What follows belongs to an exercise in optimizing a design on an open flow for small area, a short achievable clock period and few clock cycles per item; a production flow would make more cautious choices. Function was checked by simulation only, so behaviour that the tests miss may differ from the original.

### flow/constraint.sdc
create_clock -name core_clock -period 15.0 [get_ports {clk}]
set_input_delay 3.0000 -clock core_clock [delete_from_list [all_inputs] [get_ports {clk}]]
set_output_delay 3.0000 -clock core_clock [all_outputs]
set_load 0.01 [all_outputs]
### flow/config.mk
export PLATFORM = sky130hd
export DESIGN_NAME = sbcore
export DESIGN_NICKNAME = sbcore
export VERILOG_FILES = /design/flow/design.v
export SDC_FILE = /design/flow/constraint.sdc
export NUM_CORES = 8
export LEC_CHECK = 0
export CAP_MARGIN = 20
export CORE_MARGIN = 2
export CORE_UTILIZATION = 30
export SLEW_MARGIN = 20
### flow/run.sh
#!/bin/bash
# synth_recipe.tcl (not shown) runs the flow's synth.tcl, then flattens the netlist and writes it again
# the make line also repeats each setting of config.mk as NAME=value (left out here)
make -C /OpenROAD-flow-scripts/flow DESIGN_CONFIG=/design/flow/config.mk WORK_HOME=/design/flow/orfs CLKGATE_MAP_FILE= SYNTH_SCRIPT=/design/flow/synth_recipe.tcl finish
### flow/design.v
module sbcore (
    input  wire         clk,
    input  wire         rst,           
    input  wire         req_valid,
    output wire         req_ready,
    input  wire [31:0]  req_cmd,
    input  wire [127:0] req_a,
    input  wire [127:0] req_b,
    output wire         resp_valid,
    input  wire         resp_ready,
    output wire [7:0]   resp_status,
    output wire [127:0] resp_r
);
    localparam [31:0] K_HASH_IN  = 32'h79C68E4A;
    localparam [31:0] K_SHUFFLE  = 32'h5A7E3F1B;
    localparam [31:0] K_SEED_MUL = 32'h9C8F2D3B;
    localparam [127:0] K_LANE    = {32'hB40CC1B8, 32'h691E72CA, 32'h174F18AB, 32'h912F69BA};
    localparam [31:0] OWEN_M1    = 32'h3D20ADEA;
    localparam [31:0] OWEN_M2    = 32'h05526C56;
    localparam [31:0] OWEN_M3    = 32'h53A22864;
    localparam [31:0] HASH_C1    = 32'h7FEB352D;
    localparam [31:0] HASH_C2    = 32'h846CA68B;
    localparam [31:0] NUM_DIMENSIONS        = 32'd8;
    localparam [31:0] NUM_DIMENSION_SETS_4D = 32'd2;
    localparam [2047:0] DV = {
        16'h925D, 16'h457F, 16'h28BE, 16'h144D, 16'h0826, 16'h0410, 16'h0279, 16'h016E,
        16'h00B4, 16'h0048, 16'h0024, 16'h0011, 16'h000A, 16'h0005, 16'h0002, 16'h0001,
        16'hE621, 16'h621E, 16'h21E6, 16'h1E62, 16'h08CF, 16'h0478, 16'h03C4, 16'h017D,
        16'h00C7, 16'h007C, 16'h0029, 16'h001A, 16'h000B, 16'h0005, 16'h0003, 16'h0001,
        16'hDDD1, 16'h6B6D, 16'h24FB, 16'h1379, 16'h0C28, 16'h0615, 16'h020E, 16'h0107,
        16'h00DF, 16'h006A, 16'h0024, 16'h0013, 16'h000C, 16'h0006, 16'h0002, 16'h0001,
        16'hDD02, 16'h4681, 16'h23F6, 16'h115B, 16'h0D0F, 16'h0685, 16'h03F4, 16'h015A,
        16'h00B9, 16'h005E, 16'h003B, 16'h001F, 16'h000D, 16'h0004, 16'h0002, 16'h0001,
        16'hA0C3, 16'h4041, 16'h302D, 16'h101E, 16'h0B67, 16'h079A, 16'h02A4, 16'h011B,
        16'h00C9, 16'h0045, 16'h002E, 16'h001F, 16'h000A, 16'h0004, 16'h0003, 16'h0001,
        16'hAA09, 16'h7706, 16'h3903, 16'h1601, 16'h09AA, 16'h0677, 16'h0339, 16'h0116,
        16'h00A3, 16'h0071, 16'h003A, 16'h0017, 16'h0009, 16'h0006, 16'h0003, 16'h0001,
        16'hFFFF, 16'h5555, 16'h3333, 16'h1111, 16'h0F0F, 16'h0505, 16'h0303, 16'h0101,
        16'h00FF, 16'h0055, 16'h0033, 16'h0011, 16'h000F, 16'h0005, 16'h0003, 16'h0001,
        16'h8000, 16'h4000, 16'h2000, 16'h1000, 16'h0800, 16'h0400, 16'h0200, 16'h0100,
        16'h0080, 16'h0040, 16'h0020, 16'h0010, 16'h0008, 16'h0004, 16'h0002, 16'h0001
    };
    localparam [7:0] ST_OK        = 8'h00;
    localparam [7:0] ST_ILLEGAL   = 8'h01;
    localparam [7:0] ST_DIM_RANGE = 8'h02;
    localparam [7:0] ST_SET_RANGE = 8'h03;
    localparam [7:0] ST_IDX_RANGE = 8'h04;
    localparam [7:0] OP_RDCONST  = 8'h01;
    localparam [7:0] OP_REV32    = 8'h10;
    localparam [7:0] OP_HASH     = 8'h11;
    localparam [7:0] OP_OWEN     = 8'h12;
    localparam [7:0] OP_SOBOL    = 8'h13;
    localparam [7:0] OP_TONORM   = 8'h14;
    localparam [7:0] OP_SAMPLE   = 8'h15;
    localparam [7:0] OP_I4ADD    = 8'h20;
    localparam [7:0] OP_I4SUB    = 8'h21;
    localparam [7:0] OP_I4MUL    = 8'h22;
    localparam [7:0] OP_I4AND    = 8'h23;
    localparam [7:0] OP_I4OR     = 8'h24;
    localparam [7:0] OP_I4XOR    = 8'h25;
    localparam [7:0] OP_I4SHL    = 8'h26;
    localparam [7:0] OP_I4SHR    = 8'h27;
    localparam [7:0] OP_I4REV    = 8'h28;
    localparam [7:0] OP_I4TONORM = 8'h29;
    localparam [7:0] OP_HASH4    = 8'h31;
    localparam [7:0] OP_OWEN4    = 8'h32;
    localparam [7:0] OP_SOBOL4   = 8'h33;
    localparam [7:0] OP_SAMPLE4D = 8'h35;
    localparam [3:0] U_ADD    = 4'd0;
    localparam [3:0] U_SUB    = 4'd1;
    localparam [3:0] U_MUL    = 4'd2;
    localparam [3:0] U_AND    = 4'd3;
    localparam [3:0] U_OR     = 4'd4;
    localparam [3:0] U_XOR    = 4'd5;
    localparam [3:0] U_SHL    = 4'd6;
    localparam [3:0] U_SHR    = 4'd7;
    localparam [3:0] U_REV    = 4'd8;
    localparam [3:0] U_TONORM = 4'd9;
    localparam [3:0] U_XSHR   = 4'd10;    
    localparam [3:0] U_XMUL   = 4'd11;    
    localparam [3:0] U_MULHI  = 4'd12;    
    localparam [3:0] U_FOLD   = 4'd13;    
    localparam [3:0] U_PASSX  = 4'd14;
    localparam [3:0] U_PASSY  = 4'd15;
    localparam [2:0] X_A     = 3'd0;
    localparam [2:0] X_V     = 3'd1;
    localparam [2:0] X_S     = 3'd2;
    localparam [2:0] X_SEED  = 3'd3;      
    localparam [2:0] X_INDEX = 3'd4;      
    localparam [2:0] Y_B     = 3'd0;
    localparam [2:0] Y_S     = 3'd1;
    localparam [2:0] Y_CONST = 3'd2;      
    localparam [2:0] Y_LANE  = 3'd3;      
    localparam [2:0] Y_GROUP = 3'd4;      
    localparam [3:0] C_HASH_IN  = 4'd0;
    localparam [3:0] C_C1       = 4'd1;
    localparam [3:0] C_C2       = 4'd2;
    localparam [3:0] C_M1       = 4'd3;
    localparam [3:0] C_M2       = 4'd4;
    localparam [3:0] C_M3       = 4'd5;
    localparam [3:0] C_SHUFFLE  = 4'd6;
    localparam [3:0] C_SEED_MUL = 4'd7;
    localparam [3:0] C_NDIM     = 4'd8;
    localparam [3:0] C_NSETS    = 4'd9;
    localparam [6:0] UP_HASH    = 7'd0;
    localparam [6:0] UP_OWEN    = 7'd8;
    localparam [6:0] UP_SAMPLE  = 7'd16;
    localparam [6:0] UP_SINGLE  = 7'd64;
    localparam [1:0] S_IDLE = 2'd0;
    localparam [1:0] S_RUN  = 2'd1;
    localparam [1:0] S_RESP = 2'd2;
    reg [1:0]   state;
    reg [6:0]   upc;
    reg [31:0]  cmd_r;
    reg [127:0] a_r;
    reg [127:0] b_r;
    reg [7:0]   status_r;
    reg [127:0] v_r;          
    reg [127:0] s_r;          
    assign req_ready  = (state == S_IDLE);
    assign resp_valid = (state == S_RESP);
    wire [7:0]  in_op   = req_cmd[7:0];
    wire [31:0] in_a0   = req_a[31:0];
    wire [31:0] in_b0   = req_b[31:0];
    reg        in_legal;
    reg [7:0]  in_status;
    reg [6:0]  in_entry;
    always @* begin
        case (in_op)
            OP_RDCONST:              in_legal = (req_cmd[31:9] == 23'd0);
            OP_I4SHL, OP_I4SHR:      in_legal = (req_cmd[31:13] == 19'd0);
            OP_REV32, OP_HASH, OP_OWEN, OP_SOBOL, OP_TONORM, OP_SAMPLE,
            OP_I4ADD, OP_I4SUB, OP_I4MUL, OP_I4AND, OP_I4OR, OP_I4XOR,
            OP_I4REV, OP_I4TONORM, OP_HASH4, OP_OWEN4, OP_SOBOL4, OP_SAMPLE4D:
                                     in_legal = (req_cmd[31:8] == 24'd0);
            default:                 in_legal = 1'b0;
        endcase
        if (!in_legal)
            in_status = ST_ILLEGAL;
        else if ((in_op == OP_SOBOL || in_op == OP_SAMPLE) && in_b0 >= NUM_DIMENSIONS)
            in_status = ST_DIM_RANGE;
        else if ((in_op == OP_SOBOL4 || in_op == OP_SAMPLE4D) && in_b0 >= NUM_DIMENSION_SETS_4D)
            in_status = ST_SET_RANGE;
        else if ((in_op == OP_SAMPLE || in_op == OP_SAMPLE4D) && in_a0 >= 32'h00010000)
            in_status = ST_IDX_RANGE;
        else
            in_status = ST_OK;
        case (in_op)
            OP_HASH, OP_HASH4:       in_entry = UP_HASH;
            OP_OWEN, OP_OWEN4:       in_entry = UP_OWEN;
            OP_SAMPLE, OP_SAMPLE4D:  in_entry = UP_SAMPLE;
            default:                 in_entry = UP_SINGLE;
        endcase
    end
    wire [7:0]  op       = cmd_r[7:0];
    wire [4:0]  cmd_sh   = cmd_r[12:8];
    wire        scalar_d = (op == OP_SOBOL) || (op == OP_SAMPLE);
    wire [31:0] group    = scalar_d ? {2'b00, b_r[31:2]} : b_r[31:0];
    wire [1:0]  lane_sel = b_r[1:0];
    wire [31:0] seed     = b_r[63:32];
    wire [31:0] index    = a_r[31:0];
    reg        u_last;
    reg        u_dst_s;       
    reg [2:0]  u_xsel;
    reg [2:0]  u_ysel;
    reg [3:0]  u_csel;
    reg [3:0]  u_op;
    reg [4:0]  u_sh;
    always @* begin
        u_last  = 1'b0;
        u_dst_s = 1'b0;
        u_xsel  = X_V;
        u_ysel  = Y_CONST;
        u_csel  = C_HASH_IN;
        u_op    = U_PASSX;
        u_sh    = 5'd0;
        case (upc)
            7'd0:  begin u_xsel = X_A; u_op = U_XOR; u_csel = C_HASH_IN; end
            7'd1:  begin u_op = U_XSHR; u_sh = 5'd16; end
            7'd2:  begin u_op = U_MUL;  u_csel = C_C1; end
            7'd3:  begin u_op = U_XSHR; u_sh = 5'd15; end
            7'd4:  begin u_op = U_MUL;  u_csel = C_C2; end
            7'd5:  begin u_op = U_XSHR; u_sh = 5'd16; u_last = 1'b1; end
            7'd8:  begin u_dst_s = 1'b1; u_op = U_PASSY; u_ysel = Y_B; end
            7'd9:  begin u_xsel = X_A; u_op = U_XMUL; u_csel = C_M1; end
            7'd10: begin u_op = U_ADD;   u_ysel = Y_S; end
            7'd11: begin u_op = U_MULHI; u_ysel = Y_S; end
            7'd12: begin u_op = U_XMUL;  u_csel = C_M2; end
            7'd13: begin u_op = U_XMUL;  u_csel = C_M3; u_last = 1'b1; end
            7'd16: begin u_xsel = X_SEED; u_op = U_XOR; u_csel = C_SHUFFLE; end
            7'd17: begin u_op = U_XOR;  u_csel = C_HASH_IN; end
            7'd18: begin u_op = U_XSHR; u_sh = 5'd16; end
            7'd19: begin u_op = U_MUL;  u_csel = C_C1; end
            7'd20: begin u_op = U_XSHR; u_sh = 5'd15; end
            7'd21: begin u_op = U_MUL;  u_csel = C_C2; end
            7'd22: begin u_op = U_XSHR; u_sh = 5'd16; end
            7'd23: begin u_dst_s = 1'b1; u_op = U_PASSX; end
            7'd24: begin u_xsel = X_INDEX; u_op = U_REV; end
            7'd25: begin u_op = U_XMUL;  u_csel = C_M1; end
            7'd26: begin u_op = U_ADD;   u_ysel = Y_S; end
            7'd27: begin u_op = U_MULHI; u_ysel = Y_S; end
            7'd28: begin u_op = U_XMUL;  u_csel = C_M2; end
            7'd29: begin u_op = U_XMUL;  u_csel = C_M3; end
            7'd30: begin u_op = U_FOLD; end
            7'd31: begin u_dst_s = 1'b1; u_xsel = X_SEED; u_op = U_MUL; u_csel = C_SEED_MUL; end
            7'd32: begin u_dst_s = 1'b1; u_xsel = X_S; u_op = U_XOR; u_ysel = Y_GROUP; end
            7'd33: begin u_dst_s = 1'b1; u_xsel = X_S; u_op = U_XOR; u_ysel = Y_LANE; end
            7'd34: begin u_dst_s = 1'b1; u_xsel = X_S; u_op = U_XOR;  u_csel = C_HASH_IN; end
            7'd35: begin u_dst_s = 1'b1; u_xsel = X_S; u_op = U_XSHR; u_sh = 5'd16; end
            7'd36: begin u_dst_s = 1'b1; u_xsel = X_S; u_op = U_MUL;  u_csel = C_C1; end
            7'd37: begin u_dst_s = 1'b1; u_xsel = X_S; u_op = U_XSHR; u_sh = 5'd15; end
            7'd38: begin u_dst_s = 1'b1; u_xsel = X_S; u_op = U_MUL;  u_csel = C_C2; end
            7'd39: begin u_dst_s = 1'b1; u_xsel = X_S; u_op = U_XSHR; u_sh = 5'd16; end
            7'd40: begin u_op = U_XMUL;  u_csel = C_M1; end
            7'd41: begin u_op = U_ADD;   u_ysel = Y_S; end
            7'd42: begin u_op = U_MULHI; u_ysel = Y_S; end
            7'd43: begin u_op = U_XMUL;  u_csel = C_M2; end
            7'd44: begin u_op = U_XMUL;  u_csel = C_M3; end
            7'd45: begin u_op = U_REV; end
            7'd46: begin u_op = U_TONORM; u_last = 1'b1; end
            7'd64: begin
                u_last = 1'b1;
                u_xsel = X_A;
                u_ysel = Y_B;
                u_sh   = cmd_sh;
                case (op)
                    OP_RDCONST:  begin u_op = U_PASSY; u_ysel = Y_CONST;
                                       u_csel = cmd_sh[0] ? C_NSETS : C_NDIM; end
                    OP_REV32,
                    OP_I4REV:    u_op = U_REV;
                    OP_SOBOL,
                    OP_SOBOL4:   u_op = U_FOLD;
                    OP_TONORM,
                    OP_I4TONORM: u_op = U_TONORM;
                    OP_I4ADD:    u_op = U_ADD;
                    OP_I4SUB:    u_op = U_SUB;
                    OP_I4MUL:    u_op = U_MUL;
                    OP_I4AND:    u_op = U_AND;
                    OP_I4OR:     u_op = U_OR;
                    OP_I4XOR:    u_op = U_XOR;
                    OP_I4SHL:    u_op = U_SHL;
                    OP_I4SHR:    u_op = U_SHR;
                    default:     u_op = U_PASSX;
                endcase
            end
            default: u_last = 1'b1;
        endcase
    end
    reg [31:0]  konst;
    reg [127:0] x_in;
    reg [127:0] y_in;
    always @* begin
        case (u_csel)
            C_HASH_IN:  konst = K_HASH_IN;
            C_C1:       konst = HASH_C1;
            C_C2:       konst = HASH_C2;
            C_M1:       konst = OWEN_M1;
            C_M2:       konst = OWEN_M2;
            C_M3:       konst = OWEN_M3;
            C_SHUFFLE:  konst = K_SHUFFLE;
            C_SEED_MUL: konst = K_SEED_MUL;
            C_NDIM:     konst = NUM_DIMENSIONS;
            C_NSETS:    konst = NUM_DIMENSION_SETS_4D;
            default:    konst = 32'd0;
        endcase
        case (u_xsel)
            X_A:     x_in = a_r;
            X_V:     x_in = v_r;
            X_S:     x_in = s_r;
            X_SEED:  x_in = {4{seed}};
            X_INDEX: x_in = {4{index}};
            default: x_in = v_r;
        endcase
        case (u_ysel)
            Y_B:     y_in = b_r;
            Y_S:     y_in = s_r;
            Y_CONST: y_in = {4{konst}};
            Y_LANE:  y_in = K_LANE;
            Y_GROUP: y_in = {4{group}};
            default: y_in = {4{konst}};
        endcase
    end
    wire [127:0] alu_out;
    wire [31:0]  fold_index = x_in[31:0];
    wire         fold_group = group[0];
    genvar k;
    generate
        for (k = 0; k < 4; k = k + 1) begin : g_lane
            wire [31:0] x = x_in[32*k +: 32];
            wire [31:0] y = y_in[32*k +: 32];
            wire [31:0] mul_b = (u_op == U_MULHI) ? ((y >> 16) | 32'd1) : y;
            wire [31:0] prod  = x * mul_b;
            reg [31:0] rev;
            integer i;
            always @* begin
                for (i = 0; i < 32; i = i + 1)
                    rev[i] = x[31 - i];
            end
            wire [22:0] tn_k = x[31:9];
            reg  [4:0]  tn_p;
            reg  [45:0] tn_shifted;
            reg  [31:0] tonorm;
            integer j;
            always @* begin
                tn_p = 5'd0;
                for (j = 0; j < 23; j = j + 1)
                    if (tn_k[j]) tn_p = j[4:0];
                tn_shifted = {23'd0, tn_k} << (5'd23 - tn_p);
                if (tn_k == 23'd0)
                    tonorm = 32'd0;
                else
                    tonorm = {1'b0, 8'd104 + {3'b000, tn_p}, tn_shifted[22:0]};
            end
            reg [15:0] fold;
            integer l;
            always @* begin
                fold = 16'd0;
                for (l = 0; l < 16; l = l + 1)
                    if (fold_index[31 - l])
                        fold = fold ^ DV[(((fold_group ? 4 : 0) + k) * 16 + l) * 16 +: 16];
            end
            reg [31:0] res;
            always @* begin
                case (u_op)
                    U_ADD:    res = x + y;
                    U_SUB:    res = x - y;
                    U_MUL:    res = prod;
                    U_AND:    res = x & y;
                    U_OR:     res = x | y;
                    U_XOR:    res = x ^ y;
                    U_SHL:    res = x << u_sh;
                    U_SHR:    res = x >> u_sh;
                    U_REV:    res = rev;
                    U_TONORM: res = tonorm;
                    U_XSHR:   res = x ^ (x >> u_sh);
                    U_XMUL:   res = x ^ prod;
                    U_MULHI:  res = prod;
                    U_FOLD:   res = {16'd0, fold};
                    U_PASSX:  res = x;
                    default:  res = y;
                endcase
            end
            assign alu_out[32*k +: 32] = res;
        end
    endgenerate
    always @(posedge clk) begin
        if (rst) begin
            state <= S_IDLE;
        end else begin
            case (state)
                S_IDLE: if (req_valid) begin
                    cmd_r    <= req_cmd;
                    a_r      <= req_a;
                    b_r      <= req_b;
                    status_r <= in_status;
                    upc      <= in_entry;
                    state    <= (in_status == ST_OK) ? S_RUN : S_RESP;
                end
                S_RUN: begin
                    if (u_dst_s)
                        s_r <= alu_out;
                    else
                        v_r <= alu_out;
                    upc <= upc + 7'd1;
                    if (u_last)
                        state <= S_RESP;
                end
                S_RESP: if (resp_ready)
                    state <= S_IDLE;
                default: state <= S_IDLE;
            endcase
        end
    end
    wire scalar_op = (op[7:4] == 4'h0) || (op[7:4] == 4'h1);
    reg [31:0] scalar_val;
    always @* begin
        if (scalar_d)
            scalar_val = v_r[32*lane_sel +: 32];
        else
            scalar_val = v_r[31:0];
    end
    assign resp_status = status_r;
    assign resp_r      = scalar_op ? {96'd0, scalar_val} : v_r;
endmodule
==> flow_metrics.py <==
metrics = {
    "run_status": {
        "status": "complete, no violations",
    },
    "route": {
        "wl_per_cell_um": 37.6,
        "num_vias": 135000,
        "initialDrtViolationCount": 23000,
        "drc_errors": 0,
        "drt_wl_total_um": 797000,
        "antenna_left": 0,
        "vias_per_cell": 6.35,
        "firstDrtPassIters": 15,
    },
    "logic_synthesis": {
        "synthArstFlopShare": 0,
        "synth_cell_type_count": 137,
        "synth_top_area_frac": 0.262,
        "syn_area_per_cell_um2": 8.03,
        "netlist_instances": 15600,
        "yosysWarnings": 1,
        "yosysTopAreaCell": "fa_1",
        "synth_flop_cell": "edfxtp_1",
        "syn_area_mm2": 0.125,
        "ys_seq_area_frac": 0.129,
        "synthTopCellsByArea": "fa_1 (26%), edfxtp_1 (13%), nor2_1 (6.8%)",
        "synth_edf_count": 535,
        "ys_ff_latch": 537,
    },
    "finish": {
        "layout.nets": 18200,
        "final_core_util": 0.338,
        "final_cell_mix": "nor2_1 (2,251), nand2_1 (1,702), inv_1 (1,697), fa_1 (1,636), a21oi_1 (1,087)",
        "area_delta_synth_final_pct": 12.1,
        "drive_gt1_frac": 0.0759,
        "final_common_cell": "nor2_1",
        "fin_cells": 21200,
    },
    "clocking": {
        "ctsHtreeMaxLevel": 3,
        "cts_sinks": 537,
        "post_cts.repair.setup_buffers": 0,
        "cts.path.max_buffers": 3,
        "numCtsBuffers": 66,
        "postCtsHoldBufs": 0,
        "cts_root_buf": "clkbuf_16",
        "clock_latency_ns": 0.75,
        "cts.reportedPaths.clkPinSlew_ns": 0.07,
        "cts_tree": "yes",
        "cts_resized": 0,
    },
    "placement": {
        "dp_hpwl_um": 608000,
        "dp_cells": 21000,
        "io_buffers": 424,
        "place.gp.congestion": 1.16,
    },
    "setup_path": {
        "worst_path_largest_cell_delay_ns": 1.01,
        "crit_path_max_fanout": 17,
        "cp.required_ns": 15.37,
        "slowest_stage": "xor2_1",
        "cp-end-kind": "flop",
        "worst-setup-path-type": "flop to flop",
        "start_kind": "flop",
        "cp.arrival_ns": 14.71,
    },
    "sta": {
        "drv_slew": 0,
        "worst-slew-pin-transition_ns": 1.45,
        "clock.fmax_mhz": 69.8,
        "fin_crit_sh": 0.955,
        "setup_viol": 0,
        "slew_headroom": 0.0360,
        "rsz0062_at_grt": "no",
        "hold_viol": 0,
        "finClkSkew_ns": 0.0804,
        "holdWs_ns": 0.709,
        "period_minus_slack_ns": 14.33,
        "finalSetupTns_ns": 0,
    },
    "die": {
        "ioPinCount": 430,
        "die_h_um": 649,
        "die_w_um": 649,
        "initial_core_util": 0.302,
        "row_count": 236,
        "core_area_mm2": 0.414,
        "die_area_mm2": 0.422,
    },
    "run": {
        "maxCapViolations": 0,
    },
    "hold_path": {
        "hold_class": "flop to flop",
    },
    "global_route": {
        "grt_usage": 0.365,
        "antenna_found_initial": 106,
        "grt_max_degree": 168,
        "grt_pass1_vias": 128000,
        "grt_first_pass_wirelength_um": 1070000,
        "globalRouteOverflowTotal": 0,
    },
}
layout make-up:
| class | count | area, um^2 |
|---|---|---|
| fillers | 44000 | 274000 |
| multi-input cells | 12200 | 98900 |
| flip-flops and latches | 537 | 16100 |
| repair buffers | 1055 | 9170 |
| well taps | 5474 | 6850 |
| inverters | 1743 | 6540 |
| clock buffers | 75 | 1690 |
| clock inverters | 45 | 632 |
| diodes | 99 | 248 |
cell usage after synthesis, drive strengths merged, types with 44 or more instances:
master,n
o22ai,93
edfxtp,535
a31o,47
and2,65
mux2,49
a21oi,1129
o21ai,812
nor3,105
o21a,86
inv,1725
clkbuf,768
nand2b,166
and3,64
o22a,44
a21boi,51
o311ai,48
nor2b,143
fa,1636
o21bai,54
a221oi,192
or2,54
a211oi,156
nor4,46
o221ai,149
o211ai,80
a21o,106
nand3,184
nor2,2275
xnor2,691
ha,647
xor2,168
nand2,1713
buf,347
mux2i,339
a31oi,173
a22oi,117
per-layer routing:
layer	GRT usage	routed length, um	vias to the layer above
li1	-	-	52300
met1	0.408	272000	66400
met2	0.507	313000	11700
met3	0.182	120000	4009
met4	0.322	90500	62
met5	0.0314	1690	-
through the flow:
step | area [um^2] | setup WS (ns)
after floorplan | 125000 | 1.90
after global placement | 137000 | 1.68
after detailed placement | 137000 | 1.71
after CTS | 140000 | 1.64
after global routing | 140000 | 0.610
final | 140000 | 0.668
kinds of logic after synthesis:
group                    after synthesis  share of synthesized area
AND/OR/NAND/NOR                     4950                      0.168
XOR/XNOR                             862                     0.0609
other                                  1                  0.0000300
multiplexers                         389                     0.0326
buffers and inverters               2858                     0.0904
flip-flops                           537                      0.129
AO/OA/AOI/OAI                       3686                      0.193
adder cells (fa/ha/maj)             2283                      0.327
state kept, by name, indices dropped and copies added (netlist names):
signal	flops
status_r	3
b_r	128
s_r	128
v_r	128
cmd_r	13
upc	7
a_r	128
state	2
final timing paths:
path	from	end	slack, ns	cells after the start
setup reg to reg	upc[0]	s_r[15]	0.67	34
hold / removal	upc[0]	upc[0]	0.71	1
setup / recovery	upc[0]	s_r[15]	0.67	34
hold reg to reg	upc[0]	upc[0]	0.71	1
critical path: cells and delay by family (launching register included):
| kind | cells | cell delay (ns) |
|---|---|---|
| buffers and inverters | 7 | 1.98 |
| and+or+nand+nor | 5 | 2.45 |
| xor gates and xnor gates | 2 | 1.25 |
| AOI/OAI and AO/OA | 12 | 4.42 |
| DFF | 1 | 0.48 |
| adders and majority gates | 8 | 3.33 |
Testbench counts, summed over its fixed seeds: cycles 57,635, items 2,400.

-- re-timing with driven ports --
The flow's constraints put no driver on any port. The routed layout listed below was extracted and timed again, unchanged, in two steps.
Step 1 (the two cells are an assumption about what drives the block):
set clk [get_ports {clk}]
set_driving_cell -lib_cell sky130_fd_sc_hd__clkbuf_16 $clk
set_driving_cell -lib_cell sky130_fd_sc_hd__buf_2 [delete_from_list [all_inputs] $clk]
Step 2 adds t to the input delays and takes it off the output delays; t is the mean of the earliest and latest rising clock arrival at the registers after step 1. Input paths then give back, and output paths get back, about the clock's delay inside the block.
a / b / c = ideal ports / drivers / drivers and shift; a / b = the first two.
t (ns): 0.775
setup slack, ns: 0.668 / 0.668 / 0.668
latest minus earliest clock arrival (ns): 0.081 / 0.081
cell pins on the clock port's net: 1
After both steps this run still meets setup and hold. For this run, drivers alone change the setup slack by 0.000 ns; drivers and shift together by 0.000 ns.
